From an optimization exercise on the open Yosys and OpenROAD flow, aimed at a short achievable clock period and few clock cycles per item; shortcuts taken in it are not production practice. In this exercise RTL edits were held to simulation tests only and were not proved equivalent to the original. Power and IR drop assume default switching activity.

==> inputs of trial 41 <==
==> flow/design.v <==
module sp8_core (
    input  wire        clk,
    input  wire        rst,           
    output reg  [15:0] bus_addr,
    output reg  [7:0]  bus_wdata,
    output reg         mem_we,
    output reg         disp_we,
    output reg         io_we,
    input  wire [7:0]  mem_rdata,
    output reg         retire,
    output reg  [2:0]  cost,
    output reg         halted,
    output reg         faulted,
    output reg  [7:0]  fault_op,
    output wire [15:0] pc,
    output wire [7:0]  sp,
    output wire [7:0]  a,
    output wire [7:0]  x,
    output wire [7:0]  y,
    output wire [7:0]  p
);
    localparam [7:0] OP_LDA_IMM = 8'hA9;
    localparam [7:0] OP_LDA_ZP  = 8'hA5;
    localparam [7:0] OP_STA_ZP  = 8'h85;
    localparam [7:0] OP_STA_ABS = 8'h8D;
    localparam [7:0] OP_ADC_IMM = 8'h69;
    localparam [7:0] OP_SBC_IMM = 8'hE9;
    localparam [7:0] OP_INC_ZP  = 8'hE6;
    localparam [7:0] OP_CMP_IMM = 8'hC9;
    localparam [7:0] OP_BNE     = 8'hD0;
    localparam [7:0] OP_SEC     = 8'h38;
    localparam [7:0] OP_HLT     = 8'hFF;
    localparam [2:0] T_NONE = 3'd0;    
    localparam [2:0] T_IB   = 3'd1;    
    localparam [2:0] T_DATA = 3'd2;    
    localparam [2:0] T_VLO  = 3'd3;    
    localparam [2:0] T_VHI  = 3'd4;    
    localparam [1:0] D_OPC = 2'd0;
    localparam [1:0] D_OP1 = 2'd1;
    localparam [1:0] D_OP2 = 2'd2;
    reg [2:0]  bt;           
    reg [2:0]  rt;           
    reg [15:0] ria;          
    reg [15:0] fa;           
    reg [1:0]  ds;
    reg [7:0]  lo;           
    reg [15:0] pc_pend;      
    reg        pend_inc;     
    reg [7:0]  zaddr;        
    reg i_ldai, i_ldaz, i_staz, i_staa, i_adc, i_sbc, i_inc, i_cmp, i_bne;
    reg [15:0] pc_r;
    reg [7:0]  a_r;
    reg        flag_c, flag_z, flag_v, flag_n;
    assign pc = pc_r;
    assign sp = 8'hFF;
    assign a  = a_r;
    assign x  = 8'h00;
    assign y  = 8'h00;
    assign p  = {flag_n, flag_v, 1'b1, 1'b0, 1'b0, 1'b0, flag_z, flag_c};
    wire [7:0] b = mem_rdata;
    wire stopped = halted | faulted;
    wire d_ldai = (b == OP_LDA_IMM);
    wire d_ldaz = (b == OP_LDA_ZP);
    wire d_staz = (b == OP_STA_ZP);
    wire d_staa = (b == OP_STA_ABS);
    wire d_adc  = (b == OP_ADC_IMM);
    wire d_sbc  = (b == OP_SBC_IMM);
    wire d_inc  = (b == OP_INC_ZP);
    wire d_cmp  = (b == OP_CMP_IMM);
    wire d_bne  = (b == OP_BNE);
    wire d_sec  = (b == OP_SEC);
    wire d_hlt  = (b == OP_HLT);
    wire d_multi = d_ldai | d_ldaz | d_staz | d_staa | d_adc | d_sbc |
                   d_inc | d_cmp | d_bne;
    wire       alu_sub = i_sbc | i_cmp;
    wire [7:0] alu_b   = alu_sub ? ~b : b;
    wire       alu_cin = i_cmp ? 1'b1 : flag_c;
    wire [8:0] alu_s0  = {1'b0, a_r} + {1'b0, alu_b};
    wire [8:0] alu_s1  = {1'b0, a_r} + {1'b0, alu_b} + 9'd1;
    wire [8:0] alu_sum = alu_cin ? alu_s1 : alu_s0;
    wire [7:0] alu_p   = a_r ^ alu_b;
    wire       alu_z   = (&(alu_p[7:1] ~^ (a_r[6:0] | alu_b[6:0]))) && (alu_p[0] == alu_cin);
    wire [7:0] alu_r   = alu_sum[7:0];
    wire       alu_v   = (a_r[7] == alu_b[7]) && (alu_r[7] != a_r[7]);
    reg  [15:0] ria1;
    wire [7:0]  r1h  = ria1[15:8];
    wire [7:0]  r1hp = r1h + 8'd1;
    wire [7:0]  r1hm = r1h - 8'd1;
    wire [8:0]  br_lo = {1'b0, ria1[7:0]} + {1'b0, b};
    wire [7:0]  br_hi = (br_lo[8] == b[7]) ? r1h : br_lo[8] ? r1hp : r1hm;
    wire [15:0] br_target = {br_hi, br_lo[7:0]};
    wire [7:0]  inc_val = b + 8'd1;
    wire haz = mem_we && ((bus_addr == pc_r) || ((rt == T_IB) && (bus_addr == ria)));
    wire ib   = (rt == T_IB) && !stopped && !haz;
    wire dat  = (rt == T_DATA) && !stopped;
    wire opc  = ib && (ds == D_OPC);
    wire op1  = ib && (ds == D_OP1);
    wire op2  = ib && (ds == D_OP2);
    wire replay_pend = opc && !d_multi && (bt == T_DATA);
    wire br_taken = op1 && i_bne && !flag_z;
    wire stop_now = opc && !d_multi && !replay_pend && !d_sec;
    always @(posedge clk) begin
        if (rst) begin
            bus_addr  <= 16'hFFFC;
            bus_wdata <= 8'h00;
            mem_we    <= 1'b0;
            disp_we   <= 1'b0;
            io_we     <= 1'b0;
            bt        <= T_VLO;
            rt        <= T_NONE;
            ds        <= D_OPC;
            flag_c    <= 1'b0;
            flag_z    <= 1'b0;
            flag_v    <= 1'b0;
            flag_n    <= 1'b0;
            retire    <= 1'b0;
            cost      <= 3'd0;
            halted    <= 1'b0;
            faulted   <= 1'b0;
        end else begin
            bus_wdata <= a_r;
            mem_we    <= 1'b0;
            disp_we   <= 1'b0;
            io_we     <= 1'b0;
            if (stopped || stop_now) begin
                bt <= T_NONE;
            end else if (bt == T_VLO) begin
                bus_addr <= 16'hFFFD;
                bt       <= T_VHI;
            end else if (rt == T_VLO) begin
                bt <= T_NONE;
            end else if (rt == T_VHI) begin
                bus_addr <= {b, lo};
                fa       <= {b, lo};
                bt       <= T_IB;
            end else if (op1 && (i_ldaz || i_inc)) begin
                bus_addr <= {8'h00, b};
                bt       <= T_DATA;
            end else if (op1 && i_staz) begin
                bus_addr <= {8'h00, b};
                mem_we   <= 1'b1;
                bt       <= T_NONE;
            end else if (op2) begin
                bus_addr <= {b, lo};
                disp_we  <= (b[7:4] == 4'h4);
                io_we    <= (b[7:4] == 4'h5);
                mem_we   <= (b[7:4] != 4'h4) && (b[7:4] != 4'h5);
                bt       <= T_NONE;
            end else if (dat && pend_inc) begin
                bus_addr  <= {8'h00, zaddr};
                bus_wdata <= inc_val;
                mem_we    <= 1'b1;
                bt        <= T_NONE;
            end else if (br_taken) begin
                bus_addr <= br_target;
                fa       <= br_target;
                bt       <= T_IB;
            end else if (replay_pend) begin
                bus_addr <= ria;
                fa       <= ria;
                bt       <= T_IB;
            end else if (haz) begin
                bus_addr <= pc_r;
                fa       <= pc_r;
                bt       <= T_IB;
            end else begin
                bus_addr <= fa + 16'd1;
                fa       <= fa + 16'd1;
                bt       <= T_IB;
            end
            if ((bt == T_IB) && (stopped || stop_now || br_taken || replay_pend || haz))
                rt <= T_NONE;
            else
                rt <= bt;
            ria  <= bus_addr;
            ria1 <= bus_addr + 16'd1;
            retire <= 1'b0;
            if (haz)
                ds <= D_OPC;
            if (opc) begin
                if (replay_pend) begin
                end else if (d_multi) begin
                    ds     <= d_staa ? D_OP1 : D_OP1;
                    i_ldai <= d_ldai;
                    i_ldaz <= d_ldaz;
                    i_staz <= d_staz;
                    i_staa <= d_staa;
                    i_adc  <= d_adc;
                    i_sbc  <= d_sbc;
                    i_inc  <= d_inc;
                    i_cmp  <= d_cmp;
                    i_bne  <= d_bne;
                end else begin
                    retire <= 1'b1;
                    pc_r   <= ria1;
                    if (d_sec) begin
                        flag_c <= 1'b1;
                        cost   <= 3'd2;
                    end else if (d_hlt) begin
                        halted <= 1'b1;
                    end else begin
                        faulted  <= 1'b1;
                        fault_op <= b;
                    end
                end
            end
            if (op1) begin
                ds <= D_OPC;
                if (i_ldai) begin
                    a_r    <= b;
                    flag_z <= (b == 8'h00);
                    flag_n <= b[7];
                    retire <= 1'b1;
                    cost   <= 3'd2;
                    pc_r   <= ria1;
                end
                if (i_adc || i_sbc) begin
                    a_r    <= alu_r;
                    flag_c <= alu_sum[8];
                    flag_v <= alu_v;
                    flag_z <= alu_z;
                    flag_n <= alu_r[7];
                    retire <= 1'b1;
                    cost   <= 3'd2;
                    pc_r   <= ria1;
                end
                if (i_cmp) begin
                    flag_c <= alu_sum[8];
                    flag_z <= alu_z;
                    flag_n <= alu_r[7];
                    retire <= 1'b1;
                    cost   <= 3'd2;
                    pc_r   <= ria1;
                end
                if (i_ldaz || i_inc) begin
                    pend_inc <= i_inc;
                    zaddr    <= b;
                    pc_pend  <= ria1;
                end
                if (i_staz) begin
                    retire <= 1'b1;
                    cost   <= 3'd3;
                    pc_r   <= ria1;
                end
                if (i_staa) begin
                    lo <= b;
                    ds <= D_OP2;
                end
                if (i_bne) begin
                    retire <= 1'b1;
                    if (!flag_z) begin
                        cost <= 3'd3;
                        pc_r <= br_target;
                    end else begin
                        cost <= 3'd2;
                        pc_r <= ria1;
                    end
                end
            end
            if (op2) begin
                ds     <= D_OPC;
                retire <= 1'b1;
                cost   <= 3'd4;
                pc_r   <= ria1;
            end
            if (dat) begin
                retire <= 1'b1;
                pc_r   <= pc_pend;
                if (pend_inc) begin
                    flag_z <= (b == 8'hFF);
                    flag_n <= b[7] ^ (&b[6:0]);
                    cost   <= 3'd5;
                end else begin
                    a_r    <= b;
                    flag_z <= (b == 8'h00);
                    flag_n <= b[7];
                    cost   <= 3'd3;
                end
            end
            if (rt == T_VLO)
                lo <= b;
        end
    end
endmodule
==> flow/run.sh <==
#!/bin/bash
# synth_recipe.tcl (not shown) runs the flow's synth.tcl, then flattens the netlist and writes it again
# the make line also repeats each setting of config.mk as NAME=value (left out here)
make -C /OpenROAD-flow-scripts/flow DESIGN_CONFIG=/design/flow/config.mk WORK_HOME=/design/flow/orfs CLKGATE_MAP_FILE= SYNTH_SCRIPT=/design/flow/synth_recipe.tcl finish
==> flow/config.mk <==
export PLATFORM = sky130hd
export DESIGN_NAME = sp8_core
export DESIGN_NICKNAME = sp8_core
export VERILOG_FILES = /design/flow/design.v
export SDC_FILE = /design/flow/constraint.sdc
export NUM_CORES = 4
export LEC_CHECK = 0
export CAP_MARGIN = 20
export CORE_MARGIN = 2
export CORE_UTILIZATION = 40
export PLACE_DENSITY = 0.6
export SETUP_SLACK_MARGIN = 2.5
export SLEW_MARGIN = 20
export TNS_END_PERCENT = 10
==> flow/constraint.sdc <==
create_clock -name core_clock -period 5.0 [get_ports {clk}]
set_input_delay 1.0000 -clock core_clock [delete_from_list [all_inputs] [get_ports {clk}]]
set_output_delay 1.0000 -clock core_clock [all_outputs]
set_load 0.01 [all_outputs]
==> build 71: changes against trial 41 <==
--- a/flow/design.v
+++ b/flow/design.v
@@ -75,20 +75,11 @@
     wire       alu_sub = i_sbc | i_cmp;
     wire [7:0] alu_b   = alu_sub ? ~b : b;
     wire       alu_cin = i_cmp ? 1'b1 : flag_c;
-    wire [8:0] alu_s0  = {1'b0, a_r} + {1'b0, alu_b};
-    wire [8:0] alu_s1  = {1'b0, a_r} + {1'b0, alu_b} + 9'd1;
-    wire [8:0] alu_sum = alu_cin ? alu_s1 : alu_s0;
-    wire [7:0] alu_p   = a_r ^ alu_b;
-    wire       alu_z   = (&(alu_p[7:1] ~^ (a_r[6:0] | alu_b[6:0]))) && (alu_p[0] == alu_cin);
+    wire [8:0] alu_sum = {1'b0, a_r} + {1'b0, alu_b} + {8'd0, alu_cin};
     wire [7:0] alu_r   = alu_sum[7:0];
     wire       alu_v   = (a_r[7] == alu_b[7]) && (alu_r[7] != a_r[7]);
-    reg  [15:0] ria1;
-    wire [7:0]  r1h  = ria1[15:8];
-    wire [7:0]  r1hp = r1h + 8'd1;
-    wire [7:0]  r1hm = r1h - 8'd1;
-    wire [8:0]  br_lo = {1'b0, ria1[7:0]} + {1'b0, b};
-    wire [7:0]  br_hi = (br_lo[8] == b[7]) ? r1h : br_lo[8] ? r1hp : r1hm;
-    wire [15:0] br_target = {br_hi, br_lo[7:0]};
+    wire [15:0] ria1 = ria + 16'd1;
+    wire [15:0] br_target = ria1 + {{8{b[7]}}, b};
     wire [7:0]  inc_val = b + 8'd1;
     wire haz = mem_we && ((bus_addr == pc_r) || ((rt == T_IB) && (bus_addr == ria)));
     wire ib   = (rt == T_IB) && !stopped && !haz;
@@ -172,8 +163,7 @@
                 rt <= T_NONE;
             else
                 rt <= bt;
-            ria  <= bus_addr;
-            ria1 <= bus_addr + 16'd1;
+            ria <= bus_addr;
             retire <= 1'b0;
             if (haz)
                 ds <= D_OPC;
@@ -218,7 +208,7 @@
                     a_r    <= alu_r;
                     flag_c <= alu_sum[8];
                     flag_v <= alu_v;
-                    flag_z <= alu_z;
+                    flag_z <= (alu_r == 8'h00);
                     flag_n <= alu_r[7];
                     retire <= 1'b1;
                     cost   <= 3'd2;
@@ -226,7 +216,7 @@
                 end
                 if (i_cmp) begin
                     flag_c <= alu_sum[8];
-                    flag_z <= alu_z;
+                    flag_z <= (alu_r == 8'h00);
                     flag_n <= alu_r[7];
                     retire <= 1'b1;
                     cost   <= 3'd2;
@@ -267,8 +257,8 @@
                 retire <= 1'b1;
                 pc_r   <= pc_pend;
                 if (pend_inc) begin
-                    flag_z <= (b == 8'hFF);
-                    flag_n <= b[7] ^ (&b[6:0]);
+                    flag_z <= (inc_val == 8'h00);
+                    flag_n <= inc_val[7];
                     cost   <= 3'd5;
                 end else begin
                     a_r    <= b;
==> build 16: changes against trial 41 <==
--- a/flow/design.v
+++ b/flow/design.v
@@ -75,20 +75,11 @@
     wire       alu_sub = i_sbc | i_cmp;
     wire [7:0] alu_b   = alu_sub ? ~b : b;
     wire       alu_cin = i_cmp ? 1'b1 : flag_c;
-    wire [8:0] alu_s0  = {1'b0, a_r} + {1'b0, alu_b};
-    wire [8:0] alu_s1  = {1'b0, a_r} + {1'b0, alu_b} + 9'd1;
-    wire [8:0] alu_sum = alu_cin ? alu_s1 : alu_s0;
-    wire [7:0] alu_p   = a_r ^ alu_b;
-    wire       alu_z   = (&(alu_p[7:1] ~^ (a_r[6:0] | alu_b[6:0]))) && (alu_p[0] == alu_cin);
+    wire [8:0] alu_sum = {1'b0, a_r} + {1'b0, alu_b} + {8'd0, alu_cin};
     wire [7:0] alu_r   = alu_sum[7:0];
     wire       alu_v   = (a_r[7] == alu_b[7]) && (alu_r[7] != a_r[7]);
-    reg  [15:0] ria1;
-    wire [7:0]  r1h  = ria1[15:8];
-    wire [7:0]  r1hp = r1h + 8'd1;
-    wire [7:0]  r1hm = r1h - 8'd1;
-    wire [8:0]  br_lo = {1'b0, ria1[7:0]} + {1'b0, b};
-    wire [7:0]  br_hi = (br_lo[8] == b[7]) ? r1h : br_lo[8] ? r1hp : r1hm;
-    wire [15:0] br_target = {br_hi, br_lo[7:0]};
+    wire [15:0] ria1 = ria + 16'd1;
+    wire [15:0] br_target = ria1 + {{8{b[7]}}, b};
     wire [7:0]  inc_val = b + 8'd1;
     wire haz = mem_we && ((bus_addr == pc_r) || ((rt == T_IB) && (bus_addr == ria)));
     wire ib   = (rt == T_IB) && !stopped && !haz;
@@ -172,8 +163,7 @@
                 rt <= T_NONE;
             else
                 rt <= bt;
-            ria  <= bus_addr;
-            ria1 <= bus_addr + 16'd1;
+            ria <= bus_addr;
             retire <= 1'b0;
             if (haz)
                 ds <= D_OPC;
@@ -218,7 +208,7 @@
                     a_r    <= alu_r;
                     flag_c <= alu_sum[8];
                     flag_v <= alu_v;
-                    flag_z <= alu_z;
+                    flag_z <= (alu_r == 8'h00);
                     flag_n <= alu_r[7];
                     retire <= 1'b1;
                     cost   <= 3'd2;
@@ -226,7 +216,7 @@
                 end
                 if (i_cmp) begin
                     flag_c <= alu_sum[8];
-                    flag_z <= alu_z;
+                    flag_z <= (alu_r == 8'h00);
                     flag_n <= alu_r[7];
                     retire <= 1'b1;
                     cost   <= 3'd2;
@@ -267,8 +257,8 @@
                 retire <= 1'b1;
                 pc_r   <= pc_pend;
                 if (pend_inc) begin
-                    flag_z <= (b == 8'hFF);
-                    flag_n <= b[7] ^ (&b[6:0]);
+                    flag_z <= (inc_val == 8'h00);
+                    flag_n <= inc_val[7];
                     cost   <= 3'd5;
                 end else begin
                     a_r    <= b;
Settings changed: SETUP_SLACK_MARGIN 2.5 to not set, TNS_END_PERCENT 10 to not set.
==> comparison <==
The lowest cell count belongs to build 16, the highest to trial 41. Trial 41 ran to the end with no violations. Build 16 finished with timing, DRC and antenna clean. Build 71 went through all stages and came out clean. Setup slack, highest first: build 71, trial 41, build 16. Cell area: build 16 < build 71 < trial 41. Clock-buffer cell count, lowest first: build 16, trial 41, build 71. Against build 71, the combinational power of build 16 is lower by about 28%. Non-clock buffer count: build 16 is lower than trial 41 (81). Between build 71 and trial 41, the lower synthesized cell count is in build 71 (gap about 6.5%, measured against trial 41). The lowest power belongs to build 16, the highest to trial 41. Sequential share of layout area: build 71 is lower than trial 41 (3.3 points).
Testbench counts of trial 41, summed over its fixed seeds: cycles 116,046, instrs 42,223.
Testbench counts of build 71, summed over its fixed seeds: cycles 116,046, instrs 42,223.
Testbench counts of build 16, summed over its fixed seeds: cycles 116,046, instrs 42,223.

re-timing with driven ports:
Ports are ideal in the flow. The routed layouts listed here were re-timed in OpenROAD. Step 1 sets driving cells, clkbuf_16 on the clock port and buf_2 on the other inputs (assumed; they add their load-dependent delay and slew). Step 2 times the ports against the registers' clock, not the clock port: input delays grow and output delays shrink by t, the midpoint of the rising clock arrivals with the driver on. Three values: ideal, step 1, step 2; two values: the first two.
run | t, ns | setup slack, ns | worst slew at a driven data input, ns
trial 41 | 0.482 | 1.310 / 1.299 / 0.817 | 0.06
build 71 | 0.481 | 1.748 / 1.773 / 1.292 | 0.06
build 16 | 0.485 | 0.905 / 0.924 / 0.447 | 0.04
After both steps every run listed still meets setup and hold. The setup slack of trial 41, which loses most, moves by -0.011 ns with the drivers and by -0.493 ns with both steps.
